Source: an optimization exercise on an open RTL-to-GDS flow (aim: small area). Production flows keep margins and buffers that such runs may drop. Where RTL was checked, it was by simulation tests only, not by an equivalence proof against the original. No functional check of the RTL was part of run 2. Power is estimated from default activity; no workload was simulated.

==> flow/run.sh <==
#!/bin/bash
# synth_recipe.tcl (not shown) runs the flow's synth.tcl, then flattens the netlist and writes it again
# the make line also repeats each setting of config.mk as NAME=value (left out here)
make -C /OpenROAD-flow-scripts/flow DESIGN_CONFIG=/design/flow/config.mk WORK_HOME=/design/flow/orfs CLKGATE_MAP_FILE= SYNTH_SCRIPT=/design/flow/synth_recipe.tcl finish
==> flow/config.mk <==
export PLATFORM = sky130hd
export DESIGN_NAME = stepper_sequencer
export DESIGN_NICKNAME = stepper_sequencer
export VERILOG_FILES = /design/flow/design.v
export SDC_FILE = /design/flow/constraint.sdc
export NUM_CORES = 4
export LEC_CHECK = 0
export CAP_MARGIN = 20
export CORE_MARGIN = 2
export CORE_UTILIZATION = 40
export SLEW_MARGIN = 20
==> flow/constraint.sdc <==
create_clock -name core_clock -period 22.0 [get_ports {clk}]
set_input_delay 4.4000 -clock core_clock [delete_from_list [all_inputs] [get_ports {clk}]]
set_output_delay 4.4000 -clock core_clock [all_outputs]
set_load 0.01 [all_outputs]
==> flow/design.v <==
module stepper_sequencer (
    input  wire        clk,
    input  wire        rst,           
    input  wire        cmd_valid,
    output wire        cmd_ready,
    input  wire [47:0] cmd,
    output wire        rsp_valid,
    output wire [39:0] rsp,
    output reg         ser_latch,
    output reg         ser_data,
    output reg         ser_clk,
    output wire [7:0]  duty_a1,
    output wire [7:0]  duty_b1,
    output wire [7:0]  duty_a2,
    output wire [7:0]  duty_b2,
    output wire        delay_req,
    output wire [31:0] delay_ms,
    input  wire        delay_ack
);
    localparam [3:0] S_IDLE = 4'd0;
    localparam [3:0] S_DIV  = 4'd1;    
    localparam [3:0] S_LOAD = 4'd2;    
    localparam [3:0] S_LOOP = 4'd3;
    localparam [3:0] S_CORE = 4'd4;
    localparam [3:0] S_TX   = 4'd5;
    localparam [3:0] S_PWA  = 4'd6;
    localparam [3:0] S_PWB  = 4'd7;
    localparam [3:0] S_P1   = 4'd8;    
    localparam [3:0] S_P3   = 4'd9;    
    localparam [3:0] S_RESP = 4'd10;
    localparam [2:0] O_NEW  = 3'd0;
    localparam [2:0] O_SET  = 3'd1;
    localparam [2:0] O_ONE  = 3'd2;
    localparam [2:0] O_STEP = 3'd3;
    localparam [2:0] O_REL  = 3'd4;
    localparam [2:0] O_LW   = 3'd5;
    localparam [25:0] SIXTY_MILLION = 26'd60000000;
    reg [3:0]  st;
    reg [2:0]  op;
    reg [2:0]  rc;       
    reg        ps;       
    reg        dirb;     
    reg [1:0]  sty;      
    reg [31:0] imm;
    reg [3:0]  mcnt;     
    reg [4:0]  cnt;
    reg [25:0] sc;       
    reg [7:0]  lw;       
    reg        valid0, valid1;
    reg        nz0, nz1;
    reg [25:0] sq0, sq1;
    reg [25:0] us0, us1;
    reg [9:0]  rem0, rem1;
    reg [5:0]  pos0, pos1;
    reg [7:0]  da1, db1, da2, db2;
    wire [3:0] c_op   = cmd[47:44];
    wire [2:0] c_port = cmd[43:41];
    wire [2:0] c_dir  = cmd[40:38];
    wire [2:0] c_sty  = cmd[37:35];
    wire [2:0] c_rsv  = cmd[34:32];
    wire       z_hi   = ~|cmd[31:16];
    wire       z_imm  = z_hi & ~|cmd[15:0];
    wire       z_dsr  = ~|cmd[40:32];
    reg c_legal;
    always @(*) begin
        case (c_op)
            4'd1, 4'd2: c_legal = z_dsr;
            4'd3:       c_legal = (c_rsv == 3'd0) && z_imm;
            4'd4:       c_legal = (c_rsv == 3'd0);
            4'd5:       c_legal = z_dsr && z_imm;
            4'd6:       c_legal = (c_port == 3'd0) && z_dsr && z_hi;
            default:    c_legal = 1'b0;
        endcase
    end
    wire c_port_ok = (c_port == 3'd1) || (c_port == 3'd2);
    wire c_ps      = c_port[1];
    wire c_valid   = c_ps ? valid1 : valid0;
    wire c_nz      = c_ps ? nz1 : nz0;
    wire c_dir_ok  = (c_dir == 3'd1) || (c_dir == 3'd2);
    wire c_sty_ok  = (c_sty != 3'd0) && (c_sty <= 3'd4);
    wire c_motion  = (c_op == 4'd3) || (c_op == 4'd4);
    reg [2:0] c_rc;
    always @(*) begin
        if (!c_legal)                          c_rc = 3'd1;
        else if (c_op == 4'd6)                 c_rc = 3'd0;
        else if (!c_port_ok)                   c_rc = 3'd2;
        else if (c_op != 4'd1 && !c_valid)     c_rc = 3'd3;
        else if (c_motion && !c_dir_ok)        c_rc = 3'd4;
        else if (c_motion && !c_sty_ok)        c_rc = 3'd5;
        else if (c_op == 4'd2 && (!c_nz || z_imm)) c_rc = 3'd6;
        else                                   c_rc = 3'd0;
    end
    wire [5:0] curpos = ps ? pos1 : pos0;
    wire [9:0] currem = ps ? rem1 : rem0;
    wire       micro  = (sty == 2'd3);
    wire m1k   = (st == S_LOAD);
    wire k60   = SIXTY_MILLION[5'd25 - cnt];
    wire sqmsb = ps ? sq1[25] : sq0[25];
    wire usmsb = ps ? us1[25] : us0[25];
    wire dbit  = m1k ? usmsb : ((op == O_NEW) ? k60 : sqmsb);
    wire [26:0] opnd  = {sc[25:16], (m1k ? dbit : sc[15]), sc[14:0], dbit};
    wire [26:0] dv    = m1k ? (27'd1000 << 16) : imm[26:0];
    wire        dv_hi = ~m1k & (|imm[31:27]);
    wire [27:0] df    = {1'b0, opnd} - {1'b0, dv};
    wire        ge    = ~df[27] & ~dv_hi;
    wire [25:0] sc_n  = ge ? df[25:0] : opnd[25:0];
    reg [4:0] ld_last;
    always @(*) begin
        case (sty)
            2'd2:    ld_last = 5'd24;
            2'd3:    ld_last = 5'd21;
            default: ld_last = 5'd25;
        endcase
    end
    wire ld_step = (cnt <= ld_last);
    wire       odd = curpos[3];
    wire       d1  = micro;
    wire       d8  = (sty == 2'd0 && odd) || (sty == 2'd1 && !odd) || (sty == 2'd2);
    wire       d16 = (sty == 2'd0 && !odd) || (sty == 2'd1 && odd);
    wire [5:0] delta = {1'b0, d16, d8, 2'b00, d1};
    wire [5:0] np = dirb ? curpos - delta : curpos + delta;
    function [3:0] phase8;    
        input [2:0] k;
        begin
            case (k)
                3'd0: phase8 = 4'b0001;
                3'd1: phase8 = 4'b0011;
                3'd2: phase8 = 4'b0010;
                3'd3: phase8 = 4'b0110;
                3'd4: phase8 = 4'b0100;
                3'd5: phase8 = 4'b1100;
                3'd6: phase8 = 4'b1000;
                default: phase8 = 4'b1001;
            endcase
        end
    endfunction
    wire [3:0] set = (op == O_REL) ? 4'b0000 : phase8({np[5:4], micro | np[3]});
    wire [7:0] en_bits = ps ? {set[2], set[3], set[0], 4'b0000, set[1]}
                            : {3'b000, set[3], set[2], set[0], set[1], 1'b0};
    wire [7:0] pmask   = ps ? 8'hE1 : 8'h1E;
    wire [7:0] l_m     = (op == O_LW) ? imm[15:8] : pmask;
    wire [7:0] l_v     = (op == O_LW) ? imm[7:0]  : en_bits;
    function [7:0] curve2;
        input [4:0] i;
        begin
            case (i)
                5'd0:  curve2 = 8'd0;
                5'd1:  curve2 = 8'd25;
                5'd2:  curve2 = 8'd50;
                5'd3:  curve2 = 8'd74;
                5'd4:  curve2 = 8'd98;
                5'd5:  curve2 = 8'd120;
                5'd6:  curve2 = 8'd141;
                5'd7:  curve2 = 8'd162;
                5'd8:  curve2 = 8'd180;
                5'd9:  curve2 = 8'd197;
                5'd10: curve2 = 8'd212;
                5'd11: curve2 = 8'd225;
                5'd12: curve2 = 8'd236;
                5'd13: curve2 = 8'd244;
                5'd14: curve2 = 8'd250;
                5'd15: curve2 = 8'd253;
                5'd16: curve2 = 8'd255;
                5'd17: curve2 = 8'd253;
                5'd18: curve2 = 8'd250;
                5'd19: curve2 = 8'd244;
                5'd20: curve2 = 8'd236;
                5'd21: curve2 = 8'd225;
                5'd22: curve2 = 8'd212;
                5'd23: curve2 = 8'd197;
                5'd24: curve2 = 8'd180;
                5'd25: curve2 = 8'd162;
                5'd26: curve2 = 8'd141;
                5'd27: curve2 = 8'd120;
                5'd28: curve2 = 8'd98;
                5'd29: curve2 = 8'd74;
                5'd30: curve2 = 8'd50;
                default: curve2 = 8'd25;
            endcase
        end
    endfunction
    wire       flip = curpos[4] ^ (st == S_PWA);
    wire [7:0] dval = (op == O_REL) ? 8'd0 : curve2({flip, curpos[3:0]});
    wire [9:0]  addend = (st == S_P3) ? 10'd24 : sc[25:16];
    wire [10:0] rsum   = {1'b0, currem} + {1'b0, addend};
    wire        over   = (rsum > 11'd1000);
    wire iz     = ~|imm;
    wire mz     = (mcnt == 4'd0);
    wire n_nz   = ~iz | ~mz;
    wire i_dec  = ~micro | mz;           
    wire home   = (curpos == 6'd0) || (curpos == 6'd16);
    reg [1:0] tx_act;    
    reg       tx_val;
    always @(*) begin
        tx_act = 2'd1;
        tx_val = 1'b0;
        case (cnt)
            5'd0:  begin tx_act = 2'd0; tx_val = 1'b0; end
            5'd1:  begin tx_act = 2'd1; tx_val = 1'b0; end
            5'd26: begin tx_act = 2'd0; tx_val = 1'b1; end
            5'd2, 5'd5, 5'd8, 5'd11, 5'd14, 5'd17, 5'd20, 5'd23:
                   begin tx_act = 2'd2; tx_val = 1'b0; end
            5'd4, 5'd7, 5'd10, 5'd13, 5'd16, 5'd19, 5'd22, 5'd25:
                   begin tx_act = 2'd2; tx_val = 1'b1; end
            5'd3:  begin tx_act = 2'd1; tx_val = lw[7]; end
            5'd6:  begin tx_act = 2'd1; tx_val = lw[6]; end
            5'd9:  begin tx_act = 2'd1; tx_val = lw[5]; end
            5'd12: begin tx_act = 2'd1; tx_val = lw[4]; end
            5'd15: begin tx_act = 2'd1; tx_val = lw[3]; end
            5'd18: begin tx_act = 2'd1; tx_val = lw[2]; end
            5'd21: begin tx_act = 2'd1; tx_val = lw[1]; end
            default: begin tx_act = 2'd1; tx_val = lw[0]; end
        endcase
    end
    assign cmd_ready = (st == S_IDLE);
    assign rsp_valid = (st == S_RESP);
    assign delay_req = (st == S_P1) || (st == S_P3);
    assign delay_ms  = (st == S_P3) ? 32'd1 : {16'd0, sc[15:0]};
    wire [1:0] r_status = (rc == 3'd0) ? 2'd0 : (rc == 3'd6) ? 2'd2 : 2'd1;
    wire [2:0] r_cause  = (rc == 3'd6) ? 3'd1 : rc;
    wire       r_pos    = (op == O_ONE) && (rc == 3'd0);
    assign rsp = {r_status, r_cause, 29'd0, r_pos ? curpos : 6'd0};
    assign duty_a1 = da1;
    assign duty_b1 = db1;
    assign duty_a2 = da2;
    assign duty_b2 = db2;
    always @(posedge clk) begin
        if (rst) begin
            st        <= S_IDLE;
            lw        <= 8'd0;
            valid0    <= 1'b0;
            valid1    <= 1'b0;
            da1       <= 8'd0;
            db1       <= 8'd0;
            da2       <= 8'd0;
            db2       <= 8'd0;
            ser_latch <= 1'b0;
            ser_data  <= 1'b0;
            ser_clk   <= 1'b0;
        end else begin
            case (st)
                S_IDLE: if (cmd_valid) begin
                    if (c_rc != 3'd0)
                        st <= S_RESP;
                    else case (c_op)
                        4'd1, 4'd2: st <= S_DIV;
                        4'd4:       st <= S_LOAD;
                        default:    st <= S_CORE;
                    endcase
                end
                S_DIV: begin
                    if (op == O_NEW) begin
                        if (ps) valid1 <= 1'b1; else valid0 <= 1'b1;
                    end
                    if (cnt == 5'd25) st <= S_RESP;
                end
                S_LOAD: if (cnt == 5'd25) st <= S_LOOP;
                S_LOOP: begin
                    if (n_nz || (micro && !home)) st <= S_CORE;
                    else st <= S_RESP;
                end
                S_CORE: begin
                    lw <= (lw & ~l_m) | (l_v & l_m);
                    st <= S_TX;
                end
                S_TX: begin
                    case (tx_act)
                        2'd0:    ser_latch <= tx_val;
                        2'd1:    ser_data  <= tx_val;
                        default: ser_clk   <= tx_val;
                    endcase
                    if (cnt == 5'd26) st <= (op == O_LW) ? S_RESP : S_PWA;
                end
                S_PWA: begin
                    if (ps) da2 <= dval; else da1 <= dval;
                    st <= S_PWB;
                end
                S_PWB: begin
                    if (ps) db2 <= dval; else db1 <= dval;
                    st <= (op == O_STEP) ? S_P1 : S_RESP;
                end
                S_P1: if (delay_ack) st <= over ? S_P3 : S_LOOP;
                S_P3: if (delay_ack) st <= S_LOOP;
                default: st <= S_IDLE;    
            endcase
        end
    end
    always @(posedge clk) begin
        if (st == S_DIV || st == S_LOAD || st == S_TX)
            cnt <= cnt + 5'd1;
        else
            cnt <= 5'd0;
        if (st == S_IDLE)
            sc <= 26'd0;
        else if (st == S_DIV)
            sc <= sc_n;
        else if (st == S_LOAD && ld_step)
            sc <= {sc_n[25:1], ge};
        if (st == S_IDLE) begin
            op   <= c_op[2:0] - 3'd1;
            rc   <= c_rc;
            ps   <= c_ps;
            dirb <= c_dir[1];
            sty  <= c_sty[1:0] - 2'd1;
            imm  <= cmd[31:0];
            mcnt <= 4'd0;
        end else if (st == S_LOOP && n_nz) begin
            if (micro) mcnt <= mcnt - 4'd1;
            if (i_dec) imm  <= imm - 32'd1;
        end
        if (st == S_DIV) begin
            if (op == O_NEW) begin
                if (ps) begin
                    sq1  <= {sq1[24:0], ge};
                    us1  <= {us1[24:0], 1'b0};
                    nz1  <= ~iz;
                    pos1 <= 6'd0;
                end else begin
                    sq0  <= {sq0[24:0], ge};
                    us0  <= {us0[24:0], 1'b0};
                    nz0  <= ~iz;
                    pos0 <= 6'd0;
                end
            end else begin
                if (ps) begin
                    sq1 <= {sq1[24:0], sq1[25]};
                    us1 <= {us1[24:0], ge};
                end else begin
                    sq0 <= {sq0[24:0], sq0[25]};
                    us0 <= {us0[24:0], ge};
                end
            end
            if (ps) rem1 <= 10'd0; else rem0 <= 10'd0;
        end
        if (st == S_LOAD) begin
            if (ps) us1 <= {us1[24:0], us1[25]};
            else    us0 <= {us0[24:0], us0[25]};
        end
        if (st == S_CORE && (op == O_ONE || op == O_STEP)) begin
            if (ps) pos1 <= np; else pos0 <= np;
        end
        if ((st == S_P1 || st == S_P3) && delay_ack) begin
            if (ps) rem1 <= rsum[9:0]; else rem0 <= rsum[9:0];
        end
    end
endmodule
==> results of run 1 <==
==> routing by layer <==
layer / part of all wire / global-route usage
met1: 0.48 / 0.2671
met2: 0.45 / 0.2975
met3: 0.046 / 0.02414
met4: 0.021 / 0.04499
met5: 0 / 0
==> stage by stage <==
step | total power, mW | instance area [um^2] | utilization | setup WS (ns) | cells
2_1_floorplan | 1.648 | 15450 | - | 15.60 | 1675
3_3_place_gp | 1.923 | 16740 | 0.4444 | 14.63 | 2191
3_5_place_dp | 1.942 | 16740 | 0.4444 | 14.67 | 2191
4_1_cts | 2.453 | 17740 | 0.4709 | 14.45 | 2246
5_1_grt | 2.620 | 17770 | 0.4717 | 14.24 | 2247
6_report | 2.444 | 17770 | 0.4717 | 14.46 | 2247
==> cell type report <==
type | instances | area [um^2]
repair buffers | 132 | 1296
inverters | 59 | 222.7
clock buffers | 42 | 857.1
clock inverters | 13 | 142.6
well taps | 511 | 639.4
flip-flops and latches | 264 | 6746
multi-input cells | 1226 | 7861
fillers | 3651 | 19900
==> kinds of logic after synthesis <==
| group | after synthesis | share of synthesized area |
|---|---|---|
| mux | 129 | 0.08548 |
| buf+inv | 185 | 0.05674 |
| compound gates | 340 | 0.1344 |
| xor+xnor | 80 | 0.04585 |
| other cells | 1 | 0.0002454 |
| flops | 264 | 0.4415 |
| simple gates | 561 | 0.1761 |
| fa+ha+maj | 71 | 0.05961 |
==> final timing paths <==
path                        end  slack, ns          startpoint
max                 delay_ms[1]      14.46  st[1]$_SDFFE_PP0P_
min            sq0[3]$_DFFE_PP_       0.42    sq0[2]$_DFFE_PP_
max reg2reg  st[1]$_SDFFE_PP0P_      16.71  st[1]$_SDFFE_PP0P_
min reg2reg    sq0[3]$_DFFE_PP_       0.42    sq0[2]$_DFFE_PP_
==> worst register-to-register path, delay by kind of cell, from the launching register on <==
family,cells,cell delay (ns)
AO/OA/AOI/OAI,8,2.63
XOR/XNOR,1,0.11
adder cells (fa/ha/maj),1,0.26
buffers and inverters,1,0.06
flip-flops,1,0.42
AND/OR/NAND/NOR,3,1.66
==> layout by cell type, fill, tap and decap left out, drive strengths merged, types with 15 or more instances in the layout <==
cell type,count
or3,15
or2,16
a211oi,16
mux2i,117
ha,68
nand3,55
dfxtp,118
clkdlybuf4s50,115
nand2,111
conb,45
nor4,18
a21o,17
inv,58
a21oi,78
edfxtp,146
o21ai,132
a31oi,24
nor3,35
xor2,25
nor2,201
xnor2,55
nand2b,20
nor2b,42
buf,17
clkbuf,42
==> report_power, final <==
group          switching [mW]  total, mW  leakage [nW]  internal, mW
combinational           0.666       1.09          3.99         0.424
clock                   0.199      0.504         0.492         0.305
sequential              0.126      0.851          2.35         0.725
==> Yosys cell counts, drive strengths merged, types with 54 or more instances <==
library cell / number / area, um^2
nor2: 201 / 754.5
edfxtp: 146 / 4384
o21ai: 132 / 664.4
dfxtp: 118 / 2362
mux2i: 117 / 1171
nand2: 111 / 416.7
a21oi: 78 / 390.4
clkbuf: 72 / 270.3
ha: 68 / 850.8
inv: 57 / 214.0
nand3: 55 / 275.3
xnor2: 55 / 481.7
buf: 54 / 375.4
==> flow_summary_export.csv, run 1 <==
group,metric,value,unit
synthesis,yosys_warnings,1,
floorplanning,dieArea,39780,um^2
sta,setup_viol,0,
synthesis,synth_cells,1631,
clocking,cts_tree,"yes",
clocking,clkLatencyLatePin,0.55,ns
synthesis,postSynthAreaPerCell,9.369,um^2
worst_setup_path,cpPeakStageDelay,0.88,ns
sta,rsz0062_at_grt,"false",
sta,skew,0.005853,ns
floorplanning,core,37670,um^2
synthesis,netlist_area,15280,um^2
power,ir_worst_vdd,0.05962,mV
synthesis,synth_edf_count,146,
sta,hold_violations,0,
layout,n_antenna_cell,0,
worst_setup_path,critPathMaxFanout,26,
worst_setup_path,arrival,3.14,ns
floorplanning,dieWidth,199.5,um
sta,relSlewSlack,0.3289,
drt,via_per_inst,5.288,
sta,setup_tns,0,ns
clocking,clk_pin_slew,0.06,ns
sta,fmax,132.6,MHz
drt,via_count,11880,
worst_setup_path,crit_slowest_cell,"and3_1",
clocking,cts_root_buf,"clkbuf_16",
drt,drc,0,
synthesis,yosysSeqAreaShare,0.4415,
synthesis,ys_types,74,
synthesis,async_flop_share,0,
drt,wl,37.59,mm
worst_setup_path,rr_worst_depth,14,
worst_setup_path,start_kind,"register",
worst_setup_path,critPathCaptureType,"output pin",
worst_setup_path,crit_family,"simple AND/OR/NAND/NOR gates",
worst_setup_path,crit_cells,4,
worst_setup_path,cp_data_required_time,17.60,ns
power,p_leak,6.836,nW
clocking,clk_path_buf_depth,3,
placed_design,post-dp-hpwl,26.96,mm
clocking,cts_setup_buffers,0,
grt,grt_max_degree,72,
sta,whs,0.4173,ns
placed_design,portBuffers,116,
clocking,cts.sinks,264,
sta,fin_crit_sh,0.3428,
drt,drt.antenna.violating_nets,0,
layout,drive_gt1_frac,0.06106,
sta,timing.final.crit_period,7.541,ns
drt,dr.pass1.iters,5,
floorplanning,io_pins,162,
floorplanning,core.rowCount,71,
synthesis,synth_flop_cell,"edfxtp_1",
floorplanning,start_util,0.4057,
job,maxCapViolations,0,
clocking,post_cts_resized,0,
sta,tightestPinTransition,1.007,ns
sta,slew_violations,0,
worst_setup_path,worstSetupPathType,"reg -> out",
clocking,htreeDepth,1,
clocking,cts_hold_buf,0,
drt,drt_iter0_markers,935,
floorplanning,die-height,199.5,um
placed_design,routabilityCongestion,0.8801,
worst_setup_path,path_cells,"nor2_1 -> and3_1 -> nor2b_1 -> clkdlybuf4s50_1",
grt,grt.overflow.total,0,
drt,post_drt_wl_per_cell,16.73,um
grt,grt_pass1_wl,59.60,mm
layout,fin_nets,1836,
min_path,hp-class,"reg -> reg",
layout,areaGrowthSynthToFinish,16.26,%
synthesis,ys_seq_elements,264,
grt,grt_antenna_before_repair,0,
worst_setup_path,crit_buf_inv,1,
outcome,status,"complete, no violations",
min_path,holdPathStages,0,
clocking,cts_buffers,30,
grt,grt_usage,0.1861,
power,p_per_area,137.6,nW/um^2
grt,grt_pass1_vias,11120,
==> run 2: changes to the inputs <==
--- a/flow/design.v
+++ b/flow/design.v
@@ -46,4 +46,6 @@
     reg [4:0]  cnt;
     reg [25:0] sc;       
+    reg        bw;       
+    reg        mdone;    
     reg [7:0]  lw;       
     reg        valid0, valid1;
@@ -185,8 +187,9 @@
     wire [10:0] rsum   = {1'b0, currem} + {1'b0, addend};
     wire        over   = (rsum > 11'd1000);
-    wire iz     = ~|imm;
     wire mz     = (mcnt == 4'd0);
-    wire n_nz   = ~iz | ~mz;
     wire i_dec  = ~micro | mz;           
+    wire b_cur  = (cnt == 5'd0) ? i_dec : bw;
+    wire n_zero = b_cur & ~imm[0];       
+    wire main_more = ~mdone & ~n_zero;
     wire home   = (curpos == 6'd0) || (curpos == 6'd16);
     reg [1:0] tx_act;    
@@ -256,6 +259,6 @@
                 end
                 S_LOAD: if (cnt == 5'd25) st <= S_LOOP;
-                S_LOOP: begin
-                    if (n_nz || (micro && !home)) st <= S_CORE;
+                S_LOOP: if (cnt == 5'd31) begin
+                    if (main_more || (micro && !home)) st <= S_CORE;
                     else st <= S_RESP;
                 end
@@ -286,60 +289,54 @@
         end
     end
+    wire acc_ok = (st == S_IDLE) && cmd_valid && (c_rc == 3'd0);
+    wire new_op = (op == O_NEW);
+    wire us_en  = (st == S_DIV) || (st == S_LOAD);
+    wire us_in  = (st == S_LOAD) ? usmsb : (~new_op & ge);
+    wire sq_en  = (st == S_DIV);
+    wire sq_in  = new_op ? ge : sqmsb;
+    wire pace_w = ((st == S_P1) || (st == S_P3)) && delay_ack;
+    wire rem_en = (st == S_DIV) || pace_w;
+    wire [9:0] rem_d = (st == S_DIV) ? 10'd0 : rsum[9:0];
+    wire pos_en = ((st == S_DIV) && new_op) || ((st == S_CORE) && (op == O_ONE || op == O_STEP));
+    wire [5:0] pos_d = (st == S_DIV) ? 6'd0 : np;
+    wire nz_en  = acc_ok && (c_op == 4'd1);
+    wire sc_en  = (st == S_IDLE) || (st == S_DIV) || (m1k && ld_step);
+    wire [25:0] sc_d = (st == S_IDLE) ? 26'd0 : {sc_n[25:1], m1k ? ge : sc_n[0]};
+    wire imm_en = (st == S_IDLE) || (st == S_LOOP);
+    wire [31:0] imm_d = (st == S_IDLE) ? cmd[31:0] : {imm[0] ^ b_cur, imm[31:1]};
     always @(posedge clk) begin
-        if (st == S_DIV || st == S_LOAD || st == S_TX)
+        if ((st == S_DIV || st == S_LOAD || st == S_TX || st == S_LOOP) && !(st == S_LOAD && cnt == 5'd25))
             cnt <= cnt + 5'd1;
         else
             cnt <= 5'd0;
-        if (st == S_IDLE)
-            sc <= 26'd0;
-        else if (st == S_DIV)
-            sc <= sc_n;
-        else if (st == S_LOAD && ld_step)
-            sc <= {sc_n[25:1], ge};
+        if (sc_en) sc <= sc_d;
+        if (imm_en) imm <= imm_d;
+        bw <= b_cur & ~imm[0];
         if (st == S_IDLE) begin
-            op   <= c_op[2:0] - 3'd1;
-            rc   <= c_rc;
-            ps   <= c_ps;
-            dirb <= c_dir[1];
-            sty  <= c_sty[1:0] - 2'd1;
-            imm  <= cmd[31:0];
-            mcnt <= 4'd0;
-        end else if (st == S_LOOP && n_nz) begin
-            if (micro) mcnt <= mcnt - 4'd1;
-            if (i_dec) imm  <= imm - 32'd1;
+            op    <= c_op[2:0] - 3'd1;
+            rc    <= c_rc;
+            ps    <= c_ps;
+            dirb  <= c_dir[1];
+            sty   <= c_sty[1:0] - 2'd1;
+            mcnt  <= 4'd0;
+            mdone <= 1'b0;
+        end else if (st == S_LOOP && cnt == 5'd31) begin
+            if (micro && main_more) mcnt <= mcnt - 4'd1;
+            if (!main_more) mdone <= 1'b1;
         end
-        if (st == S_DIV) begin
-            if (op == O_NEW) begin
-                if (ps) begin
-                    sq1  <= {sq1[24:0], ge};
-                    us1  <= {us1[24:0], 1'b0};
-                    nz1  <= ~iz;
-                    pos1 <= 6'd0;
-                end else begin
-                    sq0  <= {sq0[24:0], ge};
-                    us0  <= {us0[24:0], 1'b0};
-                    nz0  <= ~iz;
-                    pos0 <= 6'd0;
-                end
-            end else begin
-                if (ps) begin
-                    sq1 <= {sq1[24:0], sq1[25]};
-                    us1 <= {us1[24:0], ge};
-                end else begin
-                    sq0 <= {sq0[24:0], sq0[25]};
-                    us0 <= {us0[24:0], ge};
-                end
-            end
-            if (ps) rem1 <= 10'd0; else rem0 <= 10'd0;
+        if (nz_en) begin
+            if (c_ps) nz1 <= ~z_imm; else nz0 <= ~z_imm;
+        end
+        if (us_en) begin
+            if (ps) us1 <= {us1[24:0], us_in}; else us0 <= {us0[24:0], us_in};
         end
-        if (st == S_LOAD) begin
-            if (ps) us1 <= {us1[24:0], us1[25]};
-            else    us0 <= {us0[24:0], us0[25]};
+        if (sq_en) begin
+            if (ps) sq1 <= {sq1[24:0], sq_in}; else sq0 <= {sq0[24:0], sq_in};
         end
-        if (st == S_CORE && (op == O_ONE || op == O_STEP)) begin
-            if (ps) pos1 <= np; else pos0 <= np;
+        if (rem_en) begin
+            if (ps) rem1 <= rem_d; else rem0 <= rem_d;
         end
-        if ((st == S_P1 || st == S_P3) && delay_ack) begin
-            if (ps) rem1 <= rsum[9:0]; else rem0 <= rsum[9:0];
+        if (pos_en) begin
+            if (ps) pos1 <= pos_d; else pos0 <= pos_d;
         end
     end
--- a/flow/config.mk
+++ b/flow/config.mk
@@ -8,4 +8,7 @@
 export CAP_MARGIN = 20
 export CORE_MARGIN = 2
-export CORE_UTILIZATION = 40
+export CORE_UTILIZATION = 70
+export CTS_BUF_LIST = sky130_fd_sc_hd__clkbuf_4
+export CTS_CLUSTER_SIZE = 20
+export PLACE_DENSITY = 0.8
 export SLEW_MARGIN = 20
==> run 2 against run 1 <==
  * Still clean
  * First-iteration DRC count is 8.0% higher
  * Fmax shrank 0.18%
  * Critical path depth stayed put
  * Sequential share of layout area up 6.8 points
  * Clock power shrank 14%
  * Highest routed layer unchanged
==> flow_summary_export.csv, run 2 <==
group,metric,value,unit
drt,dr.pass1.iters,6,
layout,final_cell_mix,"nand2_1, edfxtp_1, nor2_1",
worst_setup_path,crit-reg2reg-launch,"cnt[2]$_SDFF_PN0_",
synthesis,synthAdderAreaFrac,0.06266,
synthesis,yosys-top-cells-count,"nand2_1, edfxtp_1, nor2_1",
clocking,clk_pin_slew,0.07,ns
synthesis,synth_flop_cell,"edfxtp_1",
synthesis,postSynthAreaPerCell,9.950,um^2
drt,post_drt_wl_per_cell,18.06,um
layout,final_common_cell,"nand2_1",
clocking,cts_setup_buffers,0,
synthesis,synthTopCellsByArea,"edfxtp_1, dfxtp_1, nand2_1",
synthesis,synth_edf_count,206,
clocking,cts_root_buf,"clkbuf_4",
placed_design,post-dp-hpwl,23.68,mm
worst_setup_path,critPathMaxFanout,31,
clocking,clk_path_buf_depth,3,
power,p_leak,6.494,nW
clocking,cts_buffers,67,
worst_setup_path,crit_family,"buffers and inverters",
drt,drt.antenna.violating_nets,0,
layout,final_cell_area,16490,um^2
drt,via_per_inst,6.001,
layout,regMostFlops,"imm",
clocking,post_cts_resized,0,
grt,grt_pass1_vias,10710,
min_path,hp-class,"reg -> reg",
power,p_per_area,143.2,nW/um^2
synthesis,synth_compound_area_frac,0.1329,
clocking,clkLatencyLatePin,0.70,ns
synthesis,async_flop_share,0,
clocking,cts.sinks,266,
floorplanning,core.rowCount,52,
worst_setup_path,cpPeakStageDelay,0.66,ns
sta,timing.final.crit_period,7.555,ns
floorplanning,dieArea,21640,um^2
synthesis,yosys_warnings,1,
worst_setup_path,reg2reg_slack,16.61,ns
worst_setup_path,cp_data_required_time,17.60,ns
worst_setup_path,path_cells,"buf_4 -> mux2i_1 -> nor2_1 -> clkdlybuf4s50_1",
layout,areaGrowthSynthToFinish,14.99,%
drt,via_count,11450,
synthesis,synth_top_cell_by_area,"edfxtp_1",
synthesis,yosys.cell_count.top_type,"nand2_1",
synthesis,ys_seq_elements,266,
worst_setup_path,rr_worst_depth,19,
worst_setup_path,critPathLaunch,"ps$_DFFE_PP_",
worst_setup_path,crit_buf_inv,2,
worst_setup_path,setup.worst_path.end,"rsp[0]",
synthesis,synth_simple_gate_area_frac,0.1751,
floorplanning,start_util,0.7109,
worst_setup_path,critPathCaptureType,"output pin",
layout,drive_gt1_frac,0.1045,
worst_setup_path,crit_cells,4,
synthesis,synth_top_family_by_area,"simple AND/OR/NAND/NOR gates",
synthesis,synth_cells,1441,
floorplanning,dieWidth,147.1,um
placed_design,place_ws,14.62,ns
worst_setup_path,crit_slowest_cell,"edfxtp_1",
worst_setup_path,worstReg2RegEnd,"sc[22]$_SDFFCE_PP0P_",
grt,grt.overflow.total,0,
sta,skew,0.05201,ns
clocking,cts_tree,"yes",
floorplanning,die-height,147.1,um
outcome,status,"complete, no violations",
grt,grt_usage,0.3180,
synthesis,synth_xor_area_frac,0.03054,
sta,fin_ws,14.44,ns
clocking,cts_hold_buf,0,
synthesis,ys_types,75,
floorplanning,io_pins,162,
drt,wl,34.45,mm
sta,hold_violations,0,
synthesis,netlist_area,14340,um^2
sta,setup_viol,0,
placed_design,portBuffers,116,
sta,fin_crit_sh,0.3434,
grt,grt_pass1_wl,54.65,mm
worst_setup_path,start_kind,"register",
drt,drc,0,
layout,largest_reg_flops,32,
synthesis,muxShareOfSynthArea,0.02967,
sta,slew_violations,0,
power,ir_worst_vdd,0.1653,mV
grt,grt_antenna_before_repair,1,
job,maxCapViolations,0,
worst_setup_path,arrival,3.16,ns
floorplanning,core,20170,um^2
clocking,htreeDepth,3,
synthesis,synth_top_area_share,0.4315,
sta,setup_tns,0,ns
layout,fin_nets,1708,
drt,drt_iter0_markers,1010,
placed_design,routabilityCongestion,0.9196,
sta,relSlewSlack,0.3397,
sta,fmax,132.4,MHz
worst_setup_path,worstSetupPathType,"reg -> out",
sta,tightestPinTransition,0.9905,ns
placed_design,placed_area,15600,um^2
grt,grt_max_degree,71,
synthesis,yosysSeqAreaShare,0.5152,
sta,rsz0062_at_grt,"false",
[run 2: cell count changes after synthesis, moves of 23 or more]
cell / change
o21ai_1: +23
nor2_1: -56
a21oi_1: +27
nand2_1: +114
dfxtp_1: -58
clkbuf_1: -31
o21ai_0: -87
mux2i_1: -88
edfxtp_1: +60
nand3_1: -23
[run 2: per-layer routing]
| metal | wire [um] | track usage | vias to the layer above |
|---|---|---|---|
| met2 | 15630 | 0.4860 | 587 |
| met4 | 1025 | 0.1279 | 0 |
| met1 | 14440 | 0.4468 | 5357 |
| li1 | - | - | 5411 |
| met3 | 3350 | 0.07174 | 95 |
| met5 | 0 | 0 | - |
[run 2: how the worst min path moves through the flow]
stage                                 start  depth (start not counted)           endpoint  slack, ns
after floorplan            sq0[9]$_DFFE_PP_                          0  sq0[10]$_DFFE_PP_       0.40
after global placement    us0[16]$_DFFE_PP_                          0  us0[17]$_DFFE_PP_       0.40
after detailed placement  sq1[16]$_DFFE_PP_                          0  sq1[17]$_DFFE_PP_       0.40
after CTS                 us0[24]$_DFFE_PP_                          0  us0[25]$_DFFE_PP_       0.39
after global routing      us0[24]$_DFFE_PP_                          0  us0[25]$_DFFE_PP_       0.40
final                     us0[24]$_DFFE_PP_                          0  us0[25]$_DFFE_PP_       0.41
[run 2: where the power goes]
part	total (mW)	switching, mW	internal [mW]
clock	0.431	0.208	0.223
sequential	0.816	0.0825	0.733
combinational	1.12	0.702	0.413
[run 2: cell families after synthesis]
logic type | Yosys count
compound gates | 299
xor+xnor | 50
fa+ha+maj | 70
buf+inv | 158
flops | 266
mux | 41
other cells | 1
simple gates | 556
[run 2: per-stage QoR]
step	util	total power [mW]	hold WS (ns)	cells
6_report	0.8174	2.362	0.4080	1908
5_1_grt	0.8174	2.516	0.4039	1908
3_3_place_gp	0.7733	1.861	0.4014	1787
2_1_floorplan	-	1.603	0.4003	1485
3_5_place_dp	0.7736	1.905	0.4045	1787
4_1_cts	0.8171	2.345	0.3912	1907
[run 2: final cells by class]
cell class,count,area [um^2]
inverter,58,217.7
clock buffer,100,750.7
clock inverter,20,126.4
tap,270,337.8
timing repair buffer,132,1276
sequential,266,7387
multi-input combinational,1061,6389
antenna,1,2.502
fill,1291,3682

-- port drivers added, routing unchanged --
The results above use ideal ports. As a check the final layouts listed here were re-extracted and re-timed, cells and wires unchanged.
Step 1: set_driving_cell puts a clkbuf_16 on clk and a buf_2 on each other input, an assumption about the parent block.
Step 2 also shifts input and output timing later by t, the mid clock arrival at the registers, as if the neighbouring blocks saw the same clock.
a / b / c = ideal ports / drivers / drivers and shift; a / b = the first two.
| run | t, ns | slack for setup (ns) | clock arrival spread, ns | worst register clock-pin slew, ns | worst data-port slew with drivers (ns) |
|---|---|---|---|---|---|
| run 1 | 0.595 | 14.459 / 14.410 / 14.625 | 0.007 / 0.007 | 0.06 / 0.06 | 0.05 |
| run 2 | 0.717 | 14.445 / 14.404 / 14.547 | 0.058 / 0.059 | 0.07 / 0.07 | 0.06 |
After both steps every run listed still meets setup and hold.
